Background: an optimization exercise with open tools, aiming at small area. Do not read the settings as production practice. At most, simulation tests tie the RTL to the original design; equivalence was not proved. No activity file was given, so power comes from the tool's default toggle rates.

==> module dram_addrmap, before the edit <==
module dram_addrmap (
    input  wire         clk,
    input  wire         rst,
    input  wire         cfg_we,
    input  wire [16:0]  cfg_geom,
    output reg          cfg_err,
    output wire         ag_valid,
    output wire [16:0]  ag_geom,
    output wire         mstr_half,
    output wire [1:0]   mstr_ranks,
    output wire [11:0]  map_bg,
    output wire [53:0]  map_col,
    output wire [17:0]  map_bank,
    output wire [107:0] map_row,
    output wire [5:0]   map_rank,
    input  wire         req_valid,
    input  wire [37:0]  req_addr,
    input  wire [1:0]   req_size,
    output wire         rsp_valid,
    output wire [1:0]   rsp_fault,
    output wire         rsp_rank,
    output wire [1:0]   rsp_bg,
    output wire [2:0]   rsp_bank,
    output wire [17:0]  rsp_row,
    output wire [11:0]  rsp_col,
    output wire [1:0]   rsp_lane
);
    localparam [5:0] DISABLED = 6'h3F;
    localparam [1:0] F_OK = 2'd0, F_MISALIGNED = 2'd1, F_NOT_READY = 2'd2, F_RANGE = 2'd3;
    wire legal;
    addrmap_cfg u_chk (.cfg_geom(cfg_geom), .legal(legal));
    reg [2:0] g_x;           
    reg       g_b;
    reg [1:0] g_g;
    reg       r4, r1, r0;
    reg       g_k;
    reg       g_h;
    always @(posedge clk) begin
        if (rst) begin
            cfg_err <= 1'b0;
            g_x <= 3'd0; g_b <= 1'b0; g_g <= 2'd0;
            r4 <= 1'b0; r1 <= 1'b0; r0 <= 1'b0;
            g_k <= 1'b0; g_h <= 1'b0;
        end else begin
            cfg_err <= cfg_we && !legal;
            if (cfg_we && legal) begin
                g_x <= {1'b0, cfg_geom[9:8]} + cfg_geom[2:0] + {2'b00, cfg_geom[4]};
                g_b <= cfg_geom[4];
                g_g <= cfg_geom[9:8];
                r4  <= cfg_geom[14];
                r1  <= cfg_geom[11];
                r0  <= cfg_geom[10];
                g_k <= cfg_geom[15];
                g_h <= cfg_geom[16];
            end
        end
    end
    wire       g_v = r4 | r1;                        
    wire       r32 = r1 & ~r4;                       
    wire [2:0] g_r = {r4 & r1, r4 & ~r1, r0};        
    assign ag_valid   = g_v;
    assign ag_geom    = {g_h, g_k, r4, r32, r32, r1, r0, g_g, 2'b00, g_v, g_b, g_v, g_c};
    assign mstr_half  = g_h;
    assign mstr_ranks = {g_k, g_v};
    wire [2:0] g_y = g_x - {2'b00, g_b};
    wire [2:0] g_c = g_y - {1'b0, g_g};
    wire [3:0] g_z = {1'b0, g_x} + {1'b0, g_r};
    genvar i;
    generate
        for (i = 0; i < 2; i = i + 1) begin : gmbg
            assign map_bg[i*6 +: 6] = (i < g_g) ? 6'd3 + i : DISABLED;
        end
        for (i = 3; i < 12; i = i + 1) begin : gmcol
            assign map_col[(i-3)*6 +: 6] = (g_v && (i < 8 || (i - 8) < g_c)) ? g_g + i : DISABLED;
        end
        for (i = 0; i < 3; i = i + 1) begin : gmbank
            assign map_bank[i*6 +: 6] = (g_v && (i < 2 || g_b)) ? 6'd8 + i + g_y : DISABLED;
        end
        for (i = 0; i < 18; i = i + 1) begin : gmrow
            assign map_row[i*6 +: 6] = (g_v && (i < 14 || (i - 14) < g_r)) ? 6'd10 + i + g_x : DISABLED;
        end
    endgenerate
    assign map_rank = g_k ? 6'd24 + g_z : DISABLED;
    reg [37:0] a;
    reg        rv;
    wire mis = (req_addr[0] & (req_size != 2'd0)) | (req_addr[1] & req_size[1]) |
               (req_addr[2] & (req_size == 2'd3));
    always @(posedge clk) begin
        rv        <= !rst && req_valid && !mis;
        a[0]      <= !rst && req_valid && (req_addr[0] || mis);
        a[37:1]   <= req_addr[37:1];
    end
    assign rsp_valid = rv | a[0];
    wire       hb = ~g_h;
    wire [1:0] s1 = {1'b0, hb} + g_g;
    wire [3:0] s3 = {3'b0, hb} + {1'b0, g_x};
    wire [3:0] sc = 4'd1 << s1;                         
    wire [2:0] sp = (s3 >= 4'd6) ? 3'b100 : (s3 >= 4'd3) ? 3'b010 : 3'b001;    
    wire [2:0] sq = (s3 == 4'd0 || s3 == 4'd3 || s3 == 4'd6) ? 3'b001 :
                    (s3 == 4'd1 || s3 == 4'd4 || s3 == 4'd7) ? 3'b010 : 3'b100;  
    wire [4:0] sr = 5'd1 << g_r;                        
    wire [3:0] ncm = ~{g_c == 3'd4, g_c >= 3'd3, g_c >= 3'd2, g_c != 3'd0};    
    wire [3:0] rm  = {g_r == 3'd4, g_r >= 3'd3, g_r >= 3'd2, g_r != 3'd0};      
    assign rsp_lane     = {hb & a[1], a[0]};
    assign rsp_col[2:0] = g_h ? a[3:1] : a[4:2];
    assign rsp_bg       = {g_g[1], g_g != 2'd0} & (g_h ? a[5:4] : a[6:5]);
    generate
        for (i = 0; i < 9; i = i + 1) begin : gcol
            if (i < 5) begin : u
                dm_pick4 p (.s(sc), .d(a[4+i +: 4]), .y(rsp_col[3+i]));
            end else begin : m
                dm_pick4m p (.nm(ncm[i-5]), .s(sc), .d(a[4+i +: 4]), .y(rsp_col[3+i]));
            end
        end
    endgenerate
    wire [29:0] nt;      
    wire [29:0] rx;      
    generate
        for (i = 0; i < 28; i = i + 1) begin : grA
            dm_aoi222 g (.a1(sq[0]), .a2(a[8+i]), .b1(sq[1]), .b2(a[9+i]),
                         .c1(sq[2]), .c2(a[10+i]), .y(nt[i]));
        end
        dm_aoi22 grA28 (.a1(sq[0]), .a2(a[36]), .b1(sq[1]), .b2(a[37]), .y(nt[28]));
        dm_nand2 grA29 (.a(sq[0]), .b(a[37]), .y(nt[29]));
        for (i = 0; i < 24; i = i + 1) begin : grB
            dm_aoi222 g (.a1(sp[0]), .a2(nt[i]), .b1(sp[1]), .b2(nt[i+3]),
                         .c1(sp[2]), .c2(nt[i+6]), .y(rx[i]));
        end
        for (i = 24; i < 27; i = i + 1) begin : grB2
            dm_aoi221 g (.a1(sp[0]), .a2(nt[i]), .b1(sp[1]), .b2(nt[i+3]), .c(sp[2]), .y(rx[i]));
        end
        for (i = 27; i < 30; i = i + 1) begin : grB3
            dm_aoi211 g (.a1(sp[0]), .a2(nt[i]), .b(sp[1]), .c(sp[2]), .y(rx[i]));
        end
    endgenerate
    assign rsp_bank = g_b ? rx[2:0] : {1'b0, rx[2:1]};
    assign rsp_row  = {rm & rx[20:17], rx[16:3]};
    wire rank_bit;
    dm_pick5 u_rank (.s(sr), .d(rx[21:17]), .y(rank_bit));
    assign rsp_rank = rank_bit;
    wire [3:0] gle = {~g_r[2], ~(g_r[2] | (g_r[1] & g_r[0])), ~(g_r[2] | g_r[1]), g_r == 3'd0};
    wire above = |rx[29:22] | |(gle & rx[21:18]);
    wire out_range = above | (~g_k & rank_bit);
    assign rsp_fault = !rv       ? F_MISALIGNED :
                       !g_v      ? F_NOT_READY  :
                       out_range ? F_RANGE      : F_OK;
endmodule
export LEC_CHECK = 0
export ABC_AREA = 1
export CAP_MARGIN = 20
export CELL_PAD_IN_SITES_DETAIL_PLACEMENT = 1
export CELL_PAD_IN_SITES_GLOBAL_PLACEMENT = 1
export CORE_AREA = 5 5 155 155
export DIE_AREA = 0 0 160 160
export PLACE_DENSITY = 0.4
export SLEW_MARGIN = 20
export SYNTH_HIERARCHICAL = 1
create_clock -name core_clock -period 7.0 [get_ports {clk}]
standard.sh (not shown) runs the stock make flow with config.mk's settings and CLKGATE_MAP_FILE= SYNTH_SCRIPT=/design/flow/synth_recipe.tcl, a recipe that flattens the netlist after the stock synthesis.
==> flow/flow/run.sh <==
#!/bin/bash
# Layout flow: the standard ORFS flow (standard.sh) with these changes:
#  - synthesis maps the logic with an area-oriented ABC script (abc.script)
#    in place of ORFS's; everything else in synthesis, including the
#    flip-flop mapping and the standard flow's flatten and rename steps, is unchanged,
#    but adders are not pulled out into full- and half-adder cells first;
#  - the port buffers are the smallest buffer, sky130_fd_sc_hd__buf_1;
#  - clock tree synthesis adds no dummy loads.
# Each tool's output goes to a log file in the work folder.
set -euo pipefail
W=$PWD
F=$W/flow

# synthesis script: the standard flow's, with yosys's abc command given our ABC script
{
  head -n 1 synth_recipe.tcl
  cat <<EOF
proc abc {args} {
  set a {}
  set skip 0
  foreach x \$args {
    if {\$skip} { set skip 0; lappend a $F/abc.script; continue }
    if {\$x eq "-script"} { set skip 1 }
    lappend a \$x
  }
  yosys abc {*}\$a
}
proc extract_fa {args} {}
EOF
  tail -n +2 synth_recipe.tcl
} > my_synth.tcl

sed "s|SYNTH_SCRIPT=[^ ]*|SYNTH_SCRIPT=$W/my_synth.tcl|" standard.sh > my_standard.sh
grep -q "SYNTH_SCRIPT=$W/my_synth.tcl" my_standard.sh

export BUFFER_PORTS_ARGS="-buffer_cell sky130_fd_sc_hd__buf_1"
export CTS_ARGS="-sink_clustering_enable -repair_clock_nets -dont_use_dummy_load -buf_list {sky130_fd_sc_hd__clkbuf_8 sky130_fd_sc_hd__clkbuf_16}"
bash my_standard.sh > flow.log 2>&1
==> flow/flow/abc.script <==
strash
dc2
dch -f
amap
The first run ran to the end with no violations.
Then changed:
--- a/flow/design.v
+++ b/flow/design.v
@@ -110,5 +110,5 @@
     wire legal;
     addrmap_cfg u_chk (.cfg_geom(cfg_geom), .legal(legal));
-    reg [2:0] g_x;           
+    reg [2:0] g_c;
     reg       g_b;
     reg [1:0] g_g;
@@ -119,5 +119,5 @@
         if (rst) begin
             cfg_err <= 1'b0;
-            g_x <= 3'd0; g_b <= 1'b0; g_g <= 2'd0;
+            g_c <= 3'd0; g_b <= 1'b0; g_g <= 2'd0;
             r4 <= 1'b0; r1 <= 1'b0; r0 <= 1'b0;
             g_k <= 1'b0; g_h <= 1'b0;
@@ -125,5 +125,5 @@
             cfg_err <= cfg_we && !legal;
             if (cfg_we && legal) begin
-                g_x <= {1'b0, cfg_geom[9:8]} + cfg_geom[2:0] + {2'b00, cfg_geom[4]};
+                g_c <= cfg_geom[2:0];
                 g_b <= cfg_geom[4];
                 g_g <= cfg_geom[9:8];
@@ -143,6 +143,6 @@
     assign mstr_half  = g_h;
     assign mstr_ranks = {g_k, g_v};
-    wire [2:0] g_y = g_x - {2'b00, g_b};
-    wire [2:0] g_c = g_y - {1'b0, g_g};
+    wire [2:0] g_y = {1'b0, g_g} + g_c;
+    wire [2:0] g_x = g_y + {2'b00, g_b};
     wire [3:0] g_z = {1'b0, g_x} + {1'b0, g_r};
     genvar i;
Routed wire length grows by about 0.7%.
Sequential share of layout area is lower by 0.75 points.
Power went up by about 4%.
Flip-flop and latch count stays the same.
Setup slack degrades by 180 ps.
Count of clock-buffer cells in the layout stays the same.
Combinational power rises by about 10%.
The RTL of the first run of this note was laid out without a check of its function.

========
== run A ==
Another version of the RTL of dram_addrmap (not shown whole).
Size: roughly 540 cells after synthesis, ~51 flip-flops, about 320 I/O pins.
Design dram_addrmap, start of the top module:
module dram_addrmap (
    input  wire         clk,
    input  wire         rst,
    input  wire         cfg_we,
    input  wire [16:0]  cfg_geom,
    output reg          cfg_err,
    output wire         ag_valid,
    output wire [16:0]  ag_geom,
    output wire         mstr_half,
    output wire [1:0]   mstr_ranks,
    output wire [11:0]  map_bg,
    output wire [53:0]  map_col,
    output wire [17:0]  map_bank,
    output wire [107:0] map_row,
    output wire [5:0]   map_rank,
    input  wire         req_valid,
    input  wire [37:0]  req_addr,
    input  wire [1:0]   req_size,
    output wire         rsp_valid,
    output wire [1:0]   rsp_fault,
    output wire         rsp_rank,
    output wire [1:0]   rsp_bg,
    output wire [2:0]   rsp_bank,
    output wire [17:0]  rsp_row,
    output wire [11:0]  rsp_col,
    output wire [1:0]   rsp_lane
);
export LEC_CHECK = 0
export ABC_AREA = 1
export CAP_MARGIN = 20
export CELL_PAD_IN_SITES_DETAIL_PLACEMENT = 2
export CELL_PAD_IN_SITES_GLOBAL_PLACEMENT = 2
export CORE_AREA = 5 5 155 155
export DIE_AREA = 0 0 160 160
export PLACE_DENSITY = 0.35
export SLEW_MARGIN = 20
export SYNTH_HIERARCHICAL = 1
create_clock -name core_clock -period 7.0 [get_ports {clk}]
==> flow/flow/run.sh <==
#!/bin/bash
# Layout flow: the standard ORFS flow (standard.sh) with these changes:
#  - synthesis maps the logic with an area-oriented ABC script (abc.script)
#    in place of ORFS's; everything else in synthesis, including the
#    flip-flop mapping and the standard flow's flatten and rename steps, is unchanged,
#    but adders are not pulled out into full- and half-adder cells first;
#  - the port buffers are the smallest buffer, sky130_fd_sc_hd__buf_1;
#  - clock tree synthesis adds no dummy loads, uses clkbuf_8 buffers, and
#    clusters the flip-flops in groups of up to 64;
#  - one tie cell drives all constant-1 outputs, one all constant-0 outputs.
# Each tool's output goes to a log file in the work folder.
set -euo pipefail
W=$PWD
F=$W/flow

# synthesis script: the standard flow's, with yosys's abc command given our ABC script
{
  head -n 1 synth_recipe.tcl
  cat <<EOF
proc abc {args} {
  set a {}
  set skip 0
  foreach x \$args {
    if {\$skip} { set skip 0; lappend a $F/abc.script; continue }
    if {\$x eq "-script"} { set skip 1 }
    lappend a \$x
  }
  yosys abc {*}\$a
}
proc extract_fa {args} {}
EOF
  tail -n +2 synth_recipe.tcl
} > my_synth.tcl

sed "s|SYNTH_SCRIPT=[^ ]*|SYNTH_SCRIPT=$W/my_synth.tcl|" standard.sh > my_standard.sh
grep -q "SYNTH_SCRIPT=$W/my_synth.tcl" my_standard.sh

export BUFFER_PORTS_ARGS="-buffer_cell sky130_fd_sc_hd__buf_1"
export CTS_ARGS="-sink_clustering_enable -sink_clustering_size 64 -sink_clustering_max_diameter 400 -repair_clock_nets -dont_use_dummy_load -buf_list {sky130_fd_sc_hd__clkbuf_8}"
export SKIP_REPAIR_TIE_FANOUT=1
bash my_standard.sh > flow.log 2>&1
Scripts as last shown in full above: flow/flow/abc.script
Run A finished every step from synthesis to the final layout, and the layout passed the timing, design-rule and antenna checks.
Input-level comparison between run B and run A:
-- flow/design.v --
<<< run A, line 214
        end
    endgenerate
    wire [23:0] nt;      
    wire [21:0] rx;      
    generate
        for (i = 0; i < 24; i = i + 1) begin : grA
>>> run B, line 214
        end
    endgenerate
    wire [31:0] nt;      
    wire [29:0] rx;      
    generate
        for (i = 0; i < 24; i = i + 1) begin : grA
<<< run A, line 221
                         .c1(sp[2]), .c2(a[14+i]), .y(nt[i]));
        end
        for (i = 0; i < 22; i = i + 1) begin : grB
            dm_aoi222 g (.a1(sq[0]), .a2(nt[i]), .b1(sq[1]), .b2(nt[i+1]),
                         .c1(sq[2]), .c2(nt[i+2]), .y(rx[i]));
        end
    endgenerate
    assign rsp_bank = g_b ? rx[2:0] : {1'b0, rx[2:1]};
>>> run B, line 221
                         .c1(sp[2]), .c2(a[14+i]), .y(nt[i]));
        end
        for (i = 24; i < 27; i = i + 1) begin : grA2
            dm_aoi22 g (.a1(sp[0]), .a2(a[8+i]), .b1(sp[1]), .b2(a[11+i]), .y(nt[i]));
        end
        for (i = 27; i < 30; i = i + 1) begin : grA3
            dm_nand2 g (.a(sp[0]), .b(a[8+i]), .y(nt[i]));
        end
        assign nt[31:30] = 2'b11;
        for (i = 0; i < 28; i = i + 1) begin : grB
            dm_aoi222 g (.a1(sq[0]), .a2(nt[i]), .b1(sq[1]), .b2(nt[i+1]),
                         .c1(sq[2]), .c2(nt[i+2]), .y(rx[i]));
        end
        dm_aoi221 grB28 (.a1(sq[0]), .a2(nt[28]), .b1(sq[1]), .b2(nt[29]), .c(sq[2]), .y(rx[28]));
        dm_aoi211 grB29 (.a1(sq[0]), .a2(nt[29]), .b(sq[1]), .c(sq[2]), .y(rx[29]));
    endgenerate
    assign rsp_bank = g_b ? rx[2:0] : {1'b0, rx[2:1]};
<<< run A, line 232
    assign rsp_rank = rank_bit;
    wire [3:0] gle = {~g_r[2], ~(g_r[2] | (g_r[1] & g_r[0])), ~(g_r[2] | g_r[1]), g_r == 3'd0};
    reg  [7:0] th;                                      
    integer k;
    always @(*)
        for (k = 0; k < 8; k = k + 1)
            th[k] = (s3 <= k);
    wire above_hi;
    dm_pick8 u_above (.s(th), .d(a[37:30]), .y(above_hi));
    wire above = above_hi | |(gle & rx[21:18]);
    wire out_range = above | (~g_k & rank_bit);
    assign rsp_fault = !rv       ? F_MISALIGNED :
>>> run B, line 241
    assign rsp_rank = rank_bit;
    wire [3:0] gle = {~g_r[2], ~(g_r[2] | (g_r[1] & g_r[0])), ~(g_r[2] | g_r[1]), g_r == 3'd0};
    wire above = |rx[29:22] | |(gle & rx[21:18]);
    wire out_range = above | (~g_k & rank_bit);
    assign rsp_fault = !rv       ? F_MISALIGNED :
Compared run A against run B; clock-pin slew reported for the worst setup and hold paths after clock tree synthesis within noise.
When run B is measured against run A, its placed wire-length estimate after detailed placement turns out 290 µm higher.
Final cell area: run B above run A
Total wire length after detailed routing: run B worse than run A
The lower global-route usage came out of run A.
Going from run A to run B, fraction of standard cell area that is sequential down 0.42 points, tightest hold margin lower.
Between run A and run B, the data arrival time at the worst-slack endpoint is lower for run A.
Between run A and run B, the portion of total power attributed to combinational logic is lower for run A.
Run B ends up with a cell area after synthesis that is 65 µm² higher than in run A.
Run B leaves less setup margin than run A.

static timing again, ports no longer ideal:
In the flow no input, the clock included, has a driving cell. The finished layouts below were timed again as built, in two steps.
Step 1 assumes that a clkbuf_16 drives the clock port and a buf_2 every other input.
Step 2 times the ports against the registers' clock, not the clock port: input delays grow and output delays shrink by t, the midpoint of the rising clock arrivals with the driver on.
Three values: no drivers, after step 1, after step 2; two values: the first two.
| run | shift t [ns] | setup WS [ns] | latest minus earliest clock arrival (ns) |
|---|---|---|---|
| the first run of note 1 | 0.321 | 0.596 / 0.559 / 0.879 | 0.009 / 0.009 |
| the second run of note 1 | 0.328 | 0.415 / 0.378 / 0.706 | 0.020 / 0.020 |
| run A | 0.351 | 0.712 / 0.676 / 1.027 | 0.025 / 0.026 |
| run B | 0.356 | 0.628 / 0.591 / 0.947 | 0.026 / 0.025 |
After both steps every run listed still meets setup and hold.
